What follows belongs to an exercise in optimizing a design on an open flow for small area; a production flow would make more cautious choices. Only simulation tests tie the RTL to the original design; equivalence was not proved. No driver is modelled on the clock port, so clock power and skew are understated where the tree is cut down; a real chip needs a root buffer or a tree.

==> job 3029 <==
==> flow/design.v (excerpt) <==
module rfid_lock_core(clk, rst, ms_tick, sec_tick, pf_event, pcd_cs_n, pcd_sck, pcd_mosi, pcd_miso, pcd_rst_n, nv_rd, nv_rdata, nv_wr, nv_wdata, auth_req, auth_uid, auth_ack, auth_match, act_valid, act_unlock, booted
, locked_out, last_result);
clock: 10.0 ns
lec_check: 0
cap_margin: 20
core_margin: 2
core_utilization: 40
place_density: 0.6
slew_margin: 20
synth_hierarchical: 1
synth_minimum_keep_size: 0
standard.sh (not shown) runs the stock make flow with config.mk's settings and CLKGATE_MAP_FILE= SYNTH_SCRIPT=/design/flow/synth_recipe.tcl, a recipe that flattens the netlist after the stock synthesis.
==> flow/flow/run.sh <==
#!/bin/bash
# Standard ORFS layout with changes that only affect cell sizes:
#  - every port still gets its own buffer, but a buf_1 instead of the default
#  - logic cells sized up by synthesis start again from drive strength 1
#    before placement's repair_design
#  - CTS uses smaller clock buffers and inserts no dummy loads
set -euo pipefail
HERE=$(pwd)
export BUFFER_PORTS_ARGS="-buffer_cell sky130_fd_sc_hd__buf_1"
export PRE_RESIZE_TCL="$HERE/flow/downsize.tcl"
export CTS_ARGS="-sink_clustering_enable -repair_clock_nets -dont_use_dummy_load -buf_list sky130_fd_sc_hd__clkbuf_16"
bash standard.sh > standard_flow.log 2>&1
==> flow/flow/downsize.tcl <==
# Sized-up logic cells from synthesis go back to drive strength 1 before
# repair_design, which sizes up again only where slew or load need it.
set n 0
foreach inst [get_cells *] {
  set m [get_property $inst ref_name]
  if {[regexp {^(sky130_fd_sc_hd__[a-z0-9]+)_([0-9]+)$} $m -> base d] && $d > 1} {
    if {[regexp {df|dl|conb|tap|fill|decap|clk} $base]} { continue }
    set lc [get_lib_cells -quiet */${base}_1]
    if {[llength $lc] == 1} {
      replace_cell $inst $lc
      incr n
    }
  }
}
puts "downsize.tcl: $n cells set to drive strength 1"
# repair_design may use at most drive strength 4 for the few nets that need it
set big {}
foreach lc [get_lib_cells */sky130_fd_sc_hd__*] {
  set nm [get_name $lc]
  if {[regexp {^sky130_fd_sc_hd__[a-z0-9]+_(6|8|12|16)$} $nm] && ![regexp {clkbuf|clkinv} $nm]} {
    lappend big $lc
  }
}
set_dont_use $big
puts "downsize.tcl: [llength $big] cells of drive strength 6 or more not used by repair"
==> job 783 (differences from job 3029) <==
--- a/flow/flow/run.sh
+++ b/flow/flow/run.sh
@@ -9,4 +9,4 @@
 export BUFFER_PORTS_ARGS="-buffer_cell sky130_fd_sc_hd__buf_1"
 export PRE_RESIZE_TCL="$HERE/flow/downsize.tcl"
-export CTS_ARGS="-sink_clustering_enable -repair_clock_nets -dont_use_dummy_load -buf_list sky130_fd_sc_hd__clkbuf_16"
+export CTS_ARGS="-sink_clustering_enable -repair_clock_nets -dont_use_dummy_load -buf_list sky130_fd_sc_hd__clkbuf_8 -sink_clustering_size 23 -sink_clustering_max_diameter 100"
 bash standard.sh > standard_flow.log 2>&1
==> impl_metrics.env <==
export IMPL_status="finished clean"
export IMPL_setup_ws_ns=5.04
export IMPL_swShare=0.454
export IMPL_intPower_uw=676
export IMPL_use_met1=0.326
export IMPL_clk_pin_slew_ns=0.09
export IMPL_p_leak_nw=2.35
export IMPL_bufAreaShareNonClock=0.0887
export IMPL_fin_skew_ns=0.0209
export IMPL_clk_latency_ns=0.37
export IMPL_wl_met3_um=1080
export IMPL_drtPass1Iterations=5
export IMPL_min_period_ns=4.96
export IMPL_utilization=0.423
export IMPL_first_global_vias=4893
export IMPL_reg2reg_slack_ns=6.58
export IMPL_area_growth_pct=2.90
export IMPL_drt_iter0_drc=409
(the above is from job 783)
==> impl_metrics.env <==
export IMPL_fin_skew_ns=0.0126
export IMPL_wl_met3_um=1100
export IMPL_utilization=0.430
export IMPL_intPower_uw=754
export IMPL_drtPass1Iterations=8
export IMPL_bufAreaShareNonClock=0.0872
export IMPL_drt_iter0_drc=429
export IMPL_use_met1=0.326
export IMPL_first_global_vias=4883
export IMPL_reg2reg_slack_ns=6.57
export IMPL_setup_ws_ns=5.08
export IMPL_dpl_instance_area_um2=5730
export IMPL_syn_avg_cell_area_um2=7.36
export IMPL_min_period_ns=4.92
export IMPL_clk_pin_slew_ns=0.06
export IMPL_area_growth_pct=4.68
export IMPL_status="finished clean"
export IMPL_swShare=0.431
(the above is from job 3029)

========
==> run X: inputs <==
rfid_lock_core, a different RTL version from the one above (not shown whole).
export LEC_CHECK = 0
export CAP_MARGIN = 20
export CORE_MARGIN = 2
export CORE_UTILIZATION = 40
export PLACE_DENSITY = 0.6
export SLEW_MARGIN = 20
export SYNTH_HIERARCHICAL = 1
export SYNTH_MINIMUM_KEEP_SIZE = 0
create_clock -name core_clock -period 10.0 [get_ports {clk}]
==> flow/flow/run.sh <==
#!/bin/bash
# Standard ORFS layout with changes that only affect cell sizes:
#  - every port still gets its own buffer, but a buf_1 instead of the default
#  - logic cells sized up by synthesis start again from drive strength 1
#    before placement's repair_design
#  - CTS uses smaller clock buffers and inserts no dummy loads
set -euo pipefail
HERE=$(pwd)
export BUFFER_PORTS_ARGS="-buffer_cell sky130_fd_sc_hd__buf_1"
export PRE_RESIZE_TCL="$HERE/flow/downsize.tcl"
export PRE_CTS_TCL="$HERE/flow/prects.tcl"
export CTS_ARGS="-sink_clustering_enable -repair_clock_nets -dont_use_dummy_load -buf_list sky130_fd_sc_hd__clkbuf_16 -sink_clustering_size 30 -sink_clustering_max_diameter 200"
bash standard.sh > standard_flow.log 2>&1
==> flow/flow/prects.tcl <==
set_max_fanout 30 [current_design]
Scripts as last shown in full above: flow/flow/downsize.tcl
==> run G: changes against run X <==
==> flow/flow/run.sh (replaced) <==
#!/bin/bash
# Standard ORFS layout (the standard.sh, standard synthesis unchanged) with
# changes that only affect cell sizes and the clock buffers:
#  - every port still gets its own buffer, but a buf_1 instead of the default
#  - logic cells sized up by synthesis start again from drive strength 1
#    before placement's repair_design (flow/downsize.tcl), and repair may use
#    drive strengths up to 4
#  - after CTS, the clock network is rebuilt flat (flow/clocktree.tcl): the
#    clock port drives 4 clkbuf_16, each driving one cluster of flip-flops,
#    so every flip-flop has the same one-buffer clock path
# Each tool's full output is in standard_flow.log (and ORFS's own logs).
set -euo pipefail
HERE=$(pwd)
export BUFFER_PORTS_ARGS="-buffer_cell sky130_fd_sc_hd__buf_1"
export PRE_RESIZE_TCL="$HERE/flow/downsize.tcl"
export POST_CTS_TCL="$HERE/flow/clocktree.tcl"
export CLK_K=3
export CLK_BUF=sky130_fd_sc_hd__clkbuf_16
export CTS_ARGS="-sink_clustering_enable -repair_clock_nets -dont_use_dummy_load -buf_list sky130_fd_sc_hd__clkbuf_8"
bash standard.sh > standard_flow.log 2>&1
==> flow/flow/clocktree.tcl (new file) <==
set K $::env(CLK_K)
set bufcell $::env(CLK_BUF)
set block [ord::get_db_block]
set db [ord::get_db]
set clknet [$block findNet clk]
# every register clock pin
set sinks {}
foreach inst [$block getInsts] {
  set it [$inst findITerm CLK]
  if {$it ne "NULL" && [string match "*df*" [[$inst getMaster] getName]]} { lappend sinks $it }
}
# remove the CTS buffers and their nets
set old {}
foreach inst [$block getInsts] {
  if {[string match "*clkbuf*" [[$inst getMaster] getName]] && [string match "clkbuf_*" [$inst getName]]} { lappend old $inst }
}
foreach it $sinks { $it disconnect }
foreach inst $old {
  set on [[$inst findITerm X] getNet]
  foreach it [$inst getITerms] { $it disconnect }
  odb::dbInst_destroy $inst
  if {$on ne "NULL" && [$on getName] ne "clk"} { odb::dbNet_destroy $on }
}
# k-means on sink locations
set pts {}
foreach it $sinks {
  set b [[$it getInst] getBBox]
  lappend pts [list [expr {([$b xMin]+[$b xMax])/2.0}] [expr {([$b yMin]+[$b yMax])/2.0}]]
}
set n [llength $pts]
set cent {}
for {set k 0} {$k < $K} {incr k} { lappend cent [lindex $pts [expr {int(($k + 0.5) * $n / $K)}]] }
set cent [lsort -real -index 0 $cent]
for {set iter 0} {$iter < 50} {incr iter} {
  set asg {}
  foreach p $pts {
    set best 0; set bd 1e30
    for {set k 0} {$k < $K} {incr k} {
      set c [lindex $cent $k]
      set d [expr {abs([lindex $p 0]-[lindex $c 0]) + abs([lindex $p 1]-[lindex $c 1])}]
      if {$d < $bd} { set bd $d; set best $k }
    }
    lappend asg $best
  }
  set nc {}
  for {set k 0} {$k < $K} {incr k} {
    set sx 0; set sy 0; set m 0
    foreach p $pts a $asg { if {$a == $k} { set sx [expr {$sx+[lindex $p 0]}]; set sy [expr {$sy+[lindex $p 1]}]; incr m } }
    if {$m > 0} { lappend nc [list [expr {$sx/$m}] [expr {$sy/$m}]] } else { lappend nc [lindex $cent $k] }
  }
  set cent $nc
}
set master [$db findMaster $bufcell]
for {set k 0} {$k < $K} {incr k} {
  set inst [odb::dbInst_create $block $master "clkbuf_flat_$k"]
  set net [odb::dbNet_create $block "clknet_flat_$k"]
  $net setSigType CLOCK
  [$inst findITerm A] connect $clknet
  [$inst findITerm X] connect $net
  set c [lindex $cent $k]
  $inst setLocation [expr {int([lindex $c 0])}] [expr {int([lindex $c 1])}]
  $inst setPlacementStatus PLACED
  set m 0
  foreach it $sinks a $asg { if {$a == $k} { $it connect $net; incr m } }
  puts "clocktree.tcl: clkbuf_flat_$k drives $m flip-flops"
}
global_connect
detailed_placement
check_placement -verbose
estimate_parasitics -placement
report_clock_skew
removed: flow/flow/prects.tcl
==> run B: changes against run X <==
--- a/flow/flow/run.sh
+++ b/flow/flow/run.sh
@@ -9,5 +9,4 @@
 export BUFFER_PORTS_ARGS="-buffer_cell sky130_fd_sc_hd__buf_1"
 export PRE_RESIZE_TCL="$HERE/flow/downsize.tcl"
-export PRE_CTS_TCL="$HERE/flow/prects.tcl"
-export CTS_ARGS="-sink_clustering_enable -repair_clock_nets -dont_use_dummy_load -buf_list sky130_fd_sc_hd__clkbuf_16 -sink_clustering_size 30 -sink_clustering_max_diameter 200"
+export CTS_ARGS="-sink_clustering_enable -repair_clock_nets -dont_use_dummy_load -buf_list sky130_fd_sc_hd__clkbuf_8 -sink_clustering_size 23 -sink_clustering_max_diameter 100"
 bash standard.sh > standard_flow.log 2>&1
removed: flow/flow/prects.tcl
==> run D: changes against run X <==
==> flow/flow/run.sh (replaced) <==
#!/bin/bash
# Standard ORFS layout (the standard.sh, standard synthesis unchanged) with
# changes that only affect cell sizes and the clock buffers:
#  - every port still gets its own buffer, but a buf_1 instead of the default
#  - logic cells sized up by synthesis start again from drive strength 1
#    before placement's repair_design (flow/downsize.tcl), and repair may use
#    drive strengths up to 4
#  - after CTS, the clock network is rebuilt flat (flow/clocktree.tcl): the
#    clock port drives 4 clkbuf_16, each driving one cluster of flip-flops,
#    so every flip-flop has the same one-buffer clock path
# Each tool's full output is in standard_flow.log (and ORFS's own logs).
set -euo pipefail
HERE=$(pwd)
export BUFFER_PORTS_ARGS="-buffer_cell sky130_fd_sc_hd__buf_1"
export PRE_RESIZE_TCL="$HERE/flow/downsize.tcl"
export POST_CTS_TCL="$HERE/flow/clocktree.tcl"
export CLK_K=4
export CLK_BUF=sky130_fd_sc_hd__clkbuf_16
export CTS_ARGS="-sink_clustering_enable -repair_clock_nets -dont_use_dummy_load -buf_list sky130_fd_sc_hd__clkbuf_8"
bash standard.sh > standard_flow.log 2>&1
==> flow/flow/clocktree.tcl (new file) <==
set K $::env(CLK_K)
set bufcell $::env(CLK_BUF)
set block [ord::get_db_block]
set db [ord::get_db]
set clknet [$block findNet clk]
# every register clock pin
set sinks {}
foreach inst [$block getInsts] {
  set it [$inst findITerm CLK]
  if {$it ne "NULL" && [string match "*df*" [[$inst getMaster] getName]]} { lappend sinks $it }
}
# remove the CTS buffers and their nets
set old {}
foreach inst [$block getInsts] {
  if {[string match "*clkbuf*" [[$inst getMaster] getName]] && [string match "clkbuf_*" [$inst getName]]} { lappend old $inst }
}
foreach it $sinks { $it disconnect }
foreach inst $old {
  set on [[$inst findITerm X] getNet]
  foreach it [$inst getITerms] { $it disconnect }
  odb::dbInst_destroy $inst
  if {$on ne "NULL" && [$on getName] ne "clk"} { odb::dbNet_destroy $on }
}
# k-means on sink locations
set pts {}
foreach it $sinks {
  set b [[$it getInst] getBBox]
  lappend pts [list [expr {([$b xMin]+[$b xMax])/2.0}] [expr {([$b yMin]+[$b yMax])/2.0}]]
}
set n [llength $pts]
set cent {}
for {set k 0} {$k < $K} {incr k} { lappend cent [lindex $pts [expr {int(($k + 0.5) * $n / $K)}]] }
set cent [lsort -real -index 0 $cent]
for {set iter 0} {$iter < 50} {incr iter} {
  set asg {}
  foreach p $pts {
    set best 0; set bd 1e30
    for {set k 0} {$k < $K} {incr k} {
      set c [lindex $cent $k]
      set d [expr {abs([lindex $p 0]-[lindex $c 0]) + abs([lindex $p 1]-[lindex $c 1])}]
      if {$d < $bd} { set bd $d; set best $k }
    }
    lappend asg $best
  }
  set nc {}
  for {set k 0} {$k < $K} {incr k} {
    set sx 0; set sy 0; set m 0
    foreach p $pts a $asg { if {$a == $k} { set sx [expr {$sx+[lindex $p 0]}]; set sy [expr {$sy+[lindex $p 1]}]; incr m } }
    if {$m > 0} { lappend nc [list [expr {$sx/$m}] [expr {$sy/$m}]] } else { lappend nc [lindex $cent $k] }
  }
  set cent $nc
}
set master [$db findMaster $bufcell]
for {set k 0} {$k < $K} {incr k} {
  set inst [odb::dbInst_create $block $master "clkbuf_flat_$k"]
  set net [odb::dbNet_create $block "clknet_flat_$k"]
  $net setSigType CLOCK
  [$inst findITerm A] connect $clknet
  [$inst findITerm X] connect $net
  set c [lindex $cent $k]
  $inst setLocation [expr {int([lindex $c 0])}] [expr {int([lindex $c 1])}]
  $inst setPlacementStatus PLACED
  set m 0
  foreach it $sinks a $asg { if {$a == $k} { $it connect $net; incr m } }
  puts "clocktree.tcl: clkbuf_flat_$k drives $m flip-flops"
}
global_connect
detailed_placement
check_placement -verbose
estimate_parasitics -placement
report_clock_skew
removed: flow/flow/prects.tcl
==> flow_summary.json <==
{
  "cp_data_arrival_time_ns": 4.02,
  "finalInstanceArea_um2": 5600,
  "cts_tree": "done",
  "clkLatencyLatePin_ns": 0.35,
  "max_freq_mhz": 166,
  "clockBufferCount": 9,
  "status": "timing/DRC/antenna clean",
  "use_met3_pct": 4.26,
  "buffers": 138,
  "p_leak_nw": 2.44,
  "wl_met3_um": 1070,
  "track_usage_pct": 22.6,
  "r2r_slack_ns": 4.74,
  "sh_seq_area_pct": 31.8,
  "vias": 5281,
  "grt_pass1_wl_um": 25400,
  "cts-resized-gates": 0,
  "worstHoldStart": "ms_cnt_reg[5]"
}
-- figures above: run X

==> flow_summary.json <==
{
  "grt_pass1_wl_um": 25400,
  "cp_data_arrival_time_ns": 4.06,
  "max_freq_mhz": 165,
  "buffers": 136,
  "p_leak_nw": 2.38,
  "status": "timing/DRC/antenna clean",
  "sh_seq_area_pct": 32.5,
  "clockBufferCount": 9,
  "finalInstanceArea_um2": 5480,
  "vias": 5280,
  "track_usage_pct": 22.6
}
-- figures above: run B

==> flow_summary.json <==
{
  "status": "timing/DRC/antenna clean",
  "finalInstanceArea_um2": 5430,
  "vias": 5214,
  "clkLatencyLatePin_ns": 0.19,
  "crit_buf_inv": 3,
  "p_leak_nw": 2.35,
  "wl_met3_um": 1020,
  "sh_seq_area_pct": 32.8,
  "place_hpwl_um": 12600,
  "die_y_um": 119,
  "track_usage_pct": 21.9,
  "worstHoldStart": "u_link.ph[0]",
  "use_met3_pct": 3.45,
  "r2r_slack_ns": 5.63,
  "crit_path_end": "pcd_mosi",
  "cp_data_arrival_time_ns": 3.86,
  "grt_pass1_wl_um": 25100,
  "hold_slack_ns": 0.490,
  "max_freq_mhz": 171
}
-- figures above: run G

==> flow_summary.json <==
{
  "vias": 5206,
  "finalInstanceArea_um2": 5460,
  "use_met3_pct": 3.45,
  "cp_data_arrival_time_ns": 3.83,
  "multi_input_gates": 433,
  "cpPeakStageDelay_ns": 0.72,
  "wl_met3_um": 921,
  "clkLatencyLatePin_ns": 0.16,
  "n_all_inverters": 124,
  "track_usage_pct": 22.1,
  "seq_area_um2": 1780,
  "p_leak_nw": 2.37,
  "sh_seq_area_pct": 32.6,
  "worstHoldStart": "auth_uid[10]",
  "status": "timing/DRC/antenna clean"
}
-- figures above: run D

The clock cells of run G and run D come from the design's own scripts or RTL, not from TritonCTS.

## afterwards: timing with drivers on the ports
How much do the figures lean on ideal ports? The routed layouts below were timed once more, with nothing changed but the port constraints.
Step 1 sets driving cells, clkbuf_16 on the clock port and buf_2 on the other inputs (assumed; they add their load-dependent delay and slew).
Step 2 adds t to the input delays and takes it off the output delays; t is the mean of the earliest and latest rising clock arrival at the registers after step 1. Input paths then give back, and output paths get back, about the clock's delay inside the block.
Slacks: ideal / step 1 / step 2; pairs: ideal / step 1.
run | shift t [ns] | setup WS [ns] | hold slack, ns | worst setup path at the end
job 3029 | 0.378 | 5.076 / 5.036 / 5.414 | 0.441 / 0.441 / 0.441 | register to output
job 783 | 0.396 | 5.035 / 5.000 / 5.395 | 0.434 / 0.434 / 0.434 | register to output
run X | 0.378 | 3.977 / 3.936 / 4.314 | 0.481 / 0.481 / 0.481 | register to output
run G | 0.243 | 4.138 / 4.069 / 4.313 | 0.490 / 0.490 / 0.490 | register to output
run B | 0.398 | 3.942 / 3.904 / 4.302 | 0.483 / 0.483 / 0.483 | register to output
run D | 0.235 | 4.166 / 4.080 / 4.316 | 0.484 / 0.484 / 0.484 | register to output
After both steps setup and hold are still met in every run listed.
